This is an optimization exercise on Yosys and OpenROAD, whose aim is small area, a short achievable clock period and few clock cycles, not a production implementation. The RTL was checked by simulation tests, not by an equivalence proof against the original design. Power is estimated from default activity; no workload was simulated.

File: flow/design.v
module tslcf_deframer (
    input  wire       clk,
    input  wire       rst,
    input  wire       in_valid,
    output wire       in_ready,
    input  wire [1:0] in_kind,
    input  wire [7:0] in_data,
    output reg        op_valid,
    output reg  [1:0] op_kind,
    output reg  [7:0] op_byte
);
    localparam [1:0] K_DATA  = 2'd0,
                     K_EOS   = 2'd1,
                     K_ABORT = 2'd2;
    localparam [1:0] OP_BYTE  = 2'd0,
                     OP_END   = 2'd1,
                     OP_ABORT = 2'd2;
    localparam [7:0] ESC = 8'hFE,
                     STX = 8'h02;
    localparam [1:0] HUNT0 = 2'd0,   
                     HUNT1 = 2'd1,   
                     BODY0 = 2'd2,   
                     BODY1 = 2'd3;   
    reg  [1:0] state;
    reg        hold_valid;
    reg  [1:0] hold_kind;
    reg  [7:0] hold_byte;
    assign in_ready = !hold_valid;
    wire take = in_valid && in_ready;
    always @(posedge clk) begin
        if (rst) begin
            state      <= HUNT0;
            hold_valid <= 1'b0;
            op_valid   <= 1'b0;
        end else begin
            op_valid <= 1'b0;
            if (hold_valid) begin
                op_valid   <= 1'b1;
                op_kind    <= hold_kind;
                op_byte    <= hold_byte;
                hold_valid <= 1'b0;
            end else if (take) begin
                case (in_kind)
                    K_DATA: begin
                        case (state)
                            HUNT0: begin
                                if (in_data == ESC)
                                    state <= HUNT1;
                            end
                            HUNT1: begin
                                if (in_data == STX)
                                    state <= BODY0;
                                else if (in_data != ESC)
                                    state <= HUNT0;
                            end
                            BODY0: begin
                                if (in_data == ESC) begin
                                    state <= BODY1;
                                end else begin
                                    op_valid <= 1'b1;
                                    op_kind  <= OP_BYTE;
                                    op_byte  <= in_data;
                                end
                            end
                            BODY1: begin
                                state <= BODY0;
                                if (in_data == STX) begin
                                    op_valid <= 1'b1;
                                    op_kind  <= OP_END;
                                end else begin
                                    op_valid <= 1'b1;
                                    op_kind  <= OP_BYTE;
                                    op_byte  <= ESC;
                                    if (in_data != ESC) begin
                                        hold_valid <= 1'b1;
                                        hold_kind  <= OP_BYTE;
                                        hold_byte  <= in_data;
                                    end
                                end
                            end
                        endcase
                    end
                    K_EOS: begin
                        state <= HUNT0;
                        if (state == BODY0) begin
                            op_valid <= 1'b1;
                            op_kind  <= OP_END;
                        end else if (state == BODY1) begin
                            op_valid   <= 1'b1;
                            op_kind    <= OP_BYTE;
                            op_byte    <= ESC;
                            hold_valid <= 1'b1;
                            hold_kind  <= OP_END;
                        end
                    end
                    K_ABORT: begin
                        state <= HUNT0;
                        if (state == BODY0 || state == BODY1) begin
                            op_valid <= 1'b1;
                            op_kind  <= OP_ABORT;
                        end
                    end
                    default: ;   
                endcase
            end
        end
    end
endmodule
module tslcf_parser (
    input  wire        clk,
    input  wire        rst,
    input  wire        op_valid,
    input  wire [1:0]  op_kind,
    input  wire [7:0]  op_byte,
    output reg         out_valid,
    output reg  [3:0]  out_tag,
    output reg  [15:0] out_data
);
    localparam [1:0] OP_BYTE  = 2'd0,
                     OP_END   = 2'd1,
                     OP_ABORT = 2'd2;
    localparam [3:0] T_PBC    = 4'd1,
                     T_VERFLG = 4'd2,
                     T_SCREEN = 4'd3,
                     T_INDEX  = 4'd4,
                     T_CW     = 4'd5,
                     T_TLEN   = 4'd6,
                     T_TEXT   = 4'd7,
                     T_END    = 4'd8;
    localparam [2:0] S_OK          = 3'd0,
                     S_TOOSHORT    = 3'd1,
                     S_LENMISMATCH = 3'd2,
                     S_TRUNCATED   = 3'd3,
                     S_UNSUPPORTED = 3'd4,
                     S_ABORTED     = 3'd5;
    localparam [3:0] P_PBC0 = 4'd0,
                     P_PBC1 = 4'd1,
                     P_VER  = 4'd2,
                     P_FLG  = 4'd3,
                     P_SCR0 = 4'd4,
                     P_SCR1 = 4'd5,
                     P_IDX0 = 4'd6,
                     P_IDX1 = 4'd7,
                     P_CW0  = 4'd8,
                     P_CW1  = 4'd9,
                     P_TL0  = 4'd10,
                     P_TL1  = 4'd11,
                     P_TEXT = 4'd12,
                     P_STOP = 4'd13;
    localparam [16:0] NBYTES_MAX = 17'h1FFFF;
    reg  [3:0]  pstate;
    reg  [7:0]  lo_byte;      
    reg  [15:0] pbc;          
    reg  [16:0] nbytes;       
    reg  [15:0] text_left;    
    wire [15:0] field16 = {op_byte, lo_byte};
    reg  [2:0]  status;
    always @(*) begin
        if (op_kind == OP_ABORT)
            status = S_ABORTED;
        else if (nbytes < 17'd6)
            status = S_TOOSHORT;
        else if ({1'b0, pbc} + 17'd2 != nbytes)
            status = S_LENMISMATCH;
        else if (pstate == P_STOP)
            status = S_UNSUPPORTED;
        else if (pstate == P_IDX0)
            status = S_OK;
        else
            status = S_TRUNCATED;
    end
    always @(posedge clk) begin
        if (rst) begin
            pstate    <= P_PBC0;
            nbytes    <= 17'd0;
            out_valid <= 1'b0;
        end else begin
            out_valid <= 1'b0;
            if (op_valid) begin
                if (op_kind == OP_BYTE) begin
                    if (nbytes != NBYTES_MAX)
                        nbytes <= nbytes + 17'd1;
                    case (pstate)
                        P_PBC0: begin
                            lo_byte <= op_byte;
                            pstate  <= P_PBC1;
                        end
                        P_PBC1: begin
                            pbc       <= field16;
                            out_valid <= 1'b1;
                            out_tag   <= T_PBC;
                            out_data  <= field16;
                            pstate    <= P_VER;
                        end
                        P_VER: begin
                            lo_byte <= op_byte;
                            pstate  <= P_FLG;
                        end
                        P_FLG: begin
                            out_valid <= 1'b1;
                            out_tag   <= T_VERFLG;
                            out_data  <= field16;
                            pstate    <= P_SCR0;
                        end
                        P_SCR0: begin
                            lo_byte <= op_byte;
                            pstate  <= P_SCR1;
                        end
                        P_SCR1: begin
                            out_valid <= 1'b1;
                            out_tag   <= T_SCREEN;
                            out_data  <= field16;
                            pstate    <= P_IDX0;
                        end
                        P_IDX0: begin
                            lo_byte <= op_byte;
                            pstate  <= P_IDX1;
                        end
                        P_IDX1: begin
                            out_valid <= 1'b1;
                            out_tag   <= T_INDEX;
                            out_data  <= field16;
                            pstate    <= P_CW0;
                        end
                        P_CW0: begin
                            lo_byte <= op_byte;
                            pstate  <= P_CW1;
                        end
                        P_CW1: begin
                            out_valid <= 1'b1;
                            out_tag   <= T_CW;
                            out_data  <= field16;
                            pstate    <= op_byte[7] ? P_STOP : P_TL0;
                        end
                        P_TL0: begin
                            lo_byte <= op_byte;
                            pstate  <= P_TL1;
                        end
                        P_TL1: begin
                            out_valid <= 1'b1;
                            out_tag   <= T_TLEN;
                            out_data  <= field16;
                            text_left <= field16;
                            pstate    <= (field16 == 16'd0) ? P_IDX0 : P_TEXT;
                        end
                        P_TEXT: begin
                            out_valid <= 1'b1;
                            out_tag   <= T_TEXT;
                            out_data  <= {8'd0, op_byte};
                            text_left <= text_left - 16'd1;
                            if (text_left == 16'd1)
                                pstate <= P_IDX0;
                        end
                        default: ;   
                    endcase
                end else begin
                    out_valid <= 1'b1;
                    out_tag   <= T_END;
                    out_data  <= {13'd0, status};
                    pstate    <= P_PBC0;
                    nbytes    <= 17'd0;
                end
            end
        end
    end
endmodule
module tslcf_rx (
    input  wire        clk,
    input  wire        rst,
    input  wire        in_valid,
    output wire        in_ready,
    input  wire [1:0]  in_kind,
    input  wire [7:0]  in_data,
    output wire        out_valid,
    output wire [3:0]  out_tag,
    output wire [15:0] out_data
);
    wire       op_valid;
    wire [1:0] op_kind;
    wire [7:0] op_byte;
    tslcf_deframer u_deframer (
        .clk      (clk),
        .rst      (rst),
        .in_valid (in_valid),
        .in_ready (in_ready),
        .in_kind  (in_kind),
        .in_data  (in_data),
        .op_valid (op_valid),
        .op_kind  (op_kind),
        .op_byte  (op_byte)
    );
    tslcf_parser u_parser (
        .clk       (clk),
        .rst       (rst),
        .op_valid  (op_valid),
        .op_kind   (op_kind),
        .op_byte   (op_byte),
        .out_valid (out_valid),
        .out_tag   (out_tag),
        .out_data  (out_data)
    );
endmodule
File: flow/run.sh
#!/bin/bash
# synth_recipe.tcl (not shown) runs the flow's synth.tcl, then flattens the netlist and writes it again
# the make line also repeats each setting of config.mk as NAME=value (left out here)
make -C /OpenROAD-flow-scripts/flow DESIGN_CONFIG=/design/flow/config.mk WORK_HOME=/design/flow/orfs CLKGATE_MAP_FILE= SYNTH_SCRIPT=/design/flow/synth_recipe.tcl finish
File: flow/config.mk
export PLATFORM = sky130hd
export DESIGN_NAME = tslcf_rx
export DESIGN_NICKNAME = tslcf_rx
export VERILOG_FILES = /design/flow/design.v
export SDC_FILE = /design/flow/constraint.sdc
export NUM_CORES = 4
export LEC_CHECK = 0
export CAP_MARGIN = 20
export CORE_MARGIN = 2
export CORE_UTILIZATION = 40
export SLEW_MARGIN = 20
File: flow/constraint.sdc
create_clock -name core_clock -period 4.0 [get_ports {clk}]
set_input_delay 0.8000 -clock core_clock [delete_from_list [all_inputs] [get_ports {clk}]]
set_output_delay 0.8000 -clock core_clock [all_outputs]
set_load 0.01 [all_outputs]
==> results.txt <==
cell families after synthesis:
| group | after synthesis | synth area share (%) |
|---|---|---|
| simple gates | 212 | 20.79 |
| compound gates | 105 | 12.34 |
| flops | 105 | 53.82 |
| xor+xnor | 47 | 7.798 |
| buf+inv | 37 | 2.607 |
| fa+ha+maj | 9 | 2.095 |
| mux | 3 | 0.5587 |
metal layers:
layer  global-route usage, %  part of all wire, %  vias up  wire length [um]
met4                   6.103                  2.0        0               235
met2                   30.18                   49      101              5852
met1                   21.72                   45     1920              5360
met5                       0                    0        -                 0
met3                   4.135                  4.5       21               544
li1                        -                    -     1970                 -
how the worst max path moves through the flow:
stage	from	end	slack, ns	depth (start not counted)
finish	u_parser.nbytes[3]	u_parser.nbytes[10]	1.15	9
global placement	in_kind[0]	u_deframer.op_byte[4]	1.07	7
detailed placement	in_data[5]	u_deframer.op_byte[5]	0.99	7
CTS	u_parser.nbytes[3]	u_parser.nbytes[10]	1.15	9
global route	u_parser.nbytes[3]	u_parser.nbytes[10]	0.89	9
floorplan	u_parser.pstate[0]	u_parser.pbc[0]	1.25	3
final cells by class:
cell class	instances	area [um2]
Sequential cell	105	2893
Multi-Input combinational cell	376	2357
Tap cell	176	220.2
Timing Repair Buffer	41	392.9
Inverter	11	41.29
Clock buffer	10	229.0
Fill cell	1232	6959
Clock inverter	6	97.59
flip-flops by register name (all words and copies together), names as in the netlist, 2 cells and up:
name and cells:
u_parser.out_data 16, u_parser.text_left 16, u_parser.lo_byte 8, u_deframer.op_byte 8, u_parser.out_tag 4, u_parser.pbc 16
u_parser.nbytes 17, u_deframer.state 2, u_deframer.op_kind 2, u_deframer.hold_byte 8, u_parser.pstate 4
cell usage after synthesis, types with 3 or more instances:
cell type / instances
o22a_1: 8
nor2b_1: 7
dfxtp_1: 26
nor2_1: 40
ha_1: 9
nor3b_1: 8
or3_1: 5
nor3_1: 10
nand3_1: 16
or3b_1: 3
o21ai_0: 31
a21oi_1: 29
a211o_1: 3
a31oi_1: 4
inv_1: 11
mux2i_1: 3
xor2_1: 18
nor4_1: 12
o22ai_1: 4
and2_1: 5
and4_1: 6
and3_1: 17
nand2_1: 57
or4_1: 3
nand4_1: 9
edfxtp_1: 79
clkbuf_1: 24
xnor2_1: 28
through the flow:
stage               total power, mW  cells  worst slack (ns)  cell area, um2
finish                        2.182    725             1.151            6231
CTS                           2.201    725             1.154            6231
detailed placement            1.237    709            0.9891            5904
global route                  2.246    725            0.8949            6231
global placement              1.236    709             1.066            5904
floorplan                     1.214    518             1.247            5375
power groups by stage:
stage	clock network, mW	logic [mW]	registers, mW
2_1_floorplan	0	0.0286	1.19
3_3_place_gp	0	0.0476	1.19
3_5_place_dp	0	0.0486	1.19
4_1_cts	0.989	0.0489	1.16
5_1_grt	1.03	0.0551	1.16
6_report	0.970	0.0487	1.16
critical path, cell delays in order (launching register included):
cell and delay (ns):
dfxtp_1 0.50, and4_1 0.31, nand2_1 0.09, nor4_1 0.37
ha_1 0.25, or3b_1 0.43, and3_1 0.28, or3b_1 0.27
xor2_1 0.16, nor2_1 0.06
==> impl_metrics.env <==
export IMPL_synthTopCellsByArea="edfxtp_1 44%, dfxtp_1 9.7%, xnor2_1 4.6%"
export IMPL_relSlewSlack_pct=46.64
export IMPL_wl_per_cell_um=16.54
export IMPL_drcViolationCount=0
export IMPL_whs_ns=0.5032
export IMPL_powerDensity_mw_per_mm2=350.1
export IMPL_grt_pass1_vias=3872
export IMPL_antenna_found_initial=0
export IMPL_ff2ff_path_depth=9
export IMPL_rsz0062_at_grt="no"
export IMPL_ioPinCount=35
export IMPL_cp_max_fo=8
export IMPL_start_util_pct=40.75
export IMPL_hp_class="reg2reg"
export IMPL_endpoint_kind="register"
export IMPL_worst_slew_pin_slew_ns=0.7979
export IMPL_maxCapViolCount=0
export IMPL_syn_num_nets=540
export IMPL_cts_buffers_inserted=9
export IMPL_die_width_um=119.9
export IMPL_grt_usage_pct=17.61
export IMPL_synth_top_area_share_pct=44.13
export IMPL_synth_seq_area_share_pct=53.82
export IMPL_netSwitchingPower_mw=0.4407
export IMPL_cts_root_buf="clkbuf_16"
export IMPL_finClkSkew_ns=0.007856
export IMPL_num_rows=42
export IMPL_core_area_mm2=0.01319
export IMPL_yosysTopAreaCell="edfxtp_1"
export IMPL_worst_ep_arrival_time_ns=3.07
export IMPL_r2r_setup_slack_ns=1.15
export IMPL_outcome="timing/DRC/antenna clean"
export IMPL_r2r_start="u_parser.nbytes[3]"
export IMPL_ant_nets=0
export IMPL_period_needed_ns=2.849
export IMPL_min_to="u_parser.pbc[1]"
export IMPL_die_y_um=119.9
export IMPL_switching_share_pct=20.20
export IMPL_syn_cell_area_mm2=0.005375
export IMPL_synth_seq_cells=105
export IMPL_synth_cells=518
export IMPL_worstPathRequired_ns=4.22
export IMPL_leakage_nw=2.063
export IMPL_num_antenna_cells=0
export IMPL_drive_gt1_share_pct=5.829
export IMPL_grt_start_max_net_pins=38
export IMPL_ys_async_sr_fraction_pct=0
export IMPL_clkLatencyLatePin_ns=0.35
export IMPL_final_core_util_pct=47.24
export IMPL_cp_start_kind="register"
export IMPL_syn_area_per_cell_um2=10.38
export IMPL_grt_pass1_wl_mm=19.82
export IMPL_tns_ns=0
export IMPL_critPathKind="reg2reg"
export IMPL_cts_setup_buffers=0
export IMPL_synth_edf_count=79
export IMPL_hold_buffers=0
export IMPL_synth_cell_types=59
export IMPL_clk_pin_slew_worst_paths_ns=0.07
export IMPL_clock_sinks=105
export IMPL_grt_overflow_total=0
export IMPL_fmax_mhz=351.0
export IMPL_p_int_mw=1.741
export IMPL_most_common_layout_cells="79 x edfxtp_1, 57 x nand2_1, 40 x nor2_1"
export IMPL_finalHoldViolations=0
export IMPL_post_cts_resized=0
export IMPL_gp_congestion=0.9095
export IMPL_io_buffers=34
export IMPL_via_per_inst=5.534
export IMPL_fin_crit_sh_pct=71.23
export IMPL_place_hpwl_mm=8.506
export IMPL_drt_iter0_drc=403
export IMPL_setup_viol=0
export IMPL_vias=4012
export IMPL_cts_tree="done"
export IMPL_ir_worst_vdd_uv=247.9
export IMPL_drv_slew=0
export IMPL_area_growth_pct=15.92
export IMPL_pwr_share_seq_pct=53.3
export IMPL_dieArea_mm2=0.01438
export IMPL_hold_path_cell_count=0
export IMPL_wl_mm=11.99
export IMPL_layout_commonest_cell="edfxtp_1"
export IMPL_nets=566
export IMPL_cts_htree_levels=3
export IMPL_holdCritStartpoint="u_parser.lo_byte[1]"
export IMPL_power_clock_fraction_pct=44.4
export IMPL_yosysWarnings=2
export IMPL_first_pass_iters=4
export IMPL_power_frac_comb_pct=2.2
export IMPL_synth_flop_cell="edfxtp_1"
export IMPL_reg2reg_to="u_parser.nbytes[10]"
export IMPL_cts_buffer_depth=2
Testbench counts, summed over its fixed seeds: cycles 14,627.

==> re-timing with driven ports <==
Ports are ideal in the flow. The routed layout listed here was re-timed in OpenROAD. Step 1 (the two cells are an assumption about what drives the block):
set clk [get_ports {clk}]
set_driving_cell -lib_cell sky130_fd_sc_hd__clkbuf_16 $clk
set_driving_cell -lib_cell sky130_fd_sc_hd__buf_2 [delete_from_list [all_inputs] $clk]
Step 2 moves the port delays by t, midway between the first and last clock arrival at a register: inputs arrive t later, outputs are due t later. That takes back most of the time a late clock gives input paths. a / b / c = ideal ports / drivers / drivers and shift; a / b = the first two.
shift t [ns]: 0.390
setup WS [ns]: 1.151 / 1.151 / 1.000
worst data-port slew with drivers (ns): 0.03
After both steps this run still meets setup and hold. The setup slack of this run moves by 0.000 ns with the drivers and by -0.151 ns with both steps.
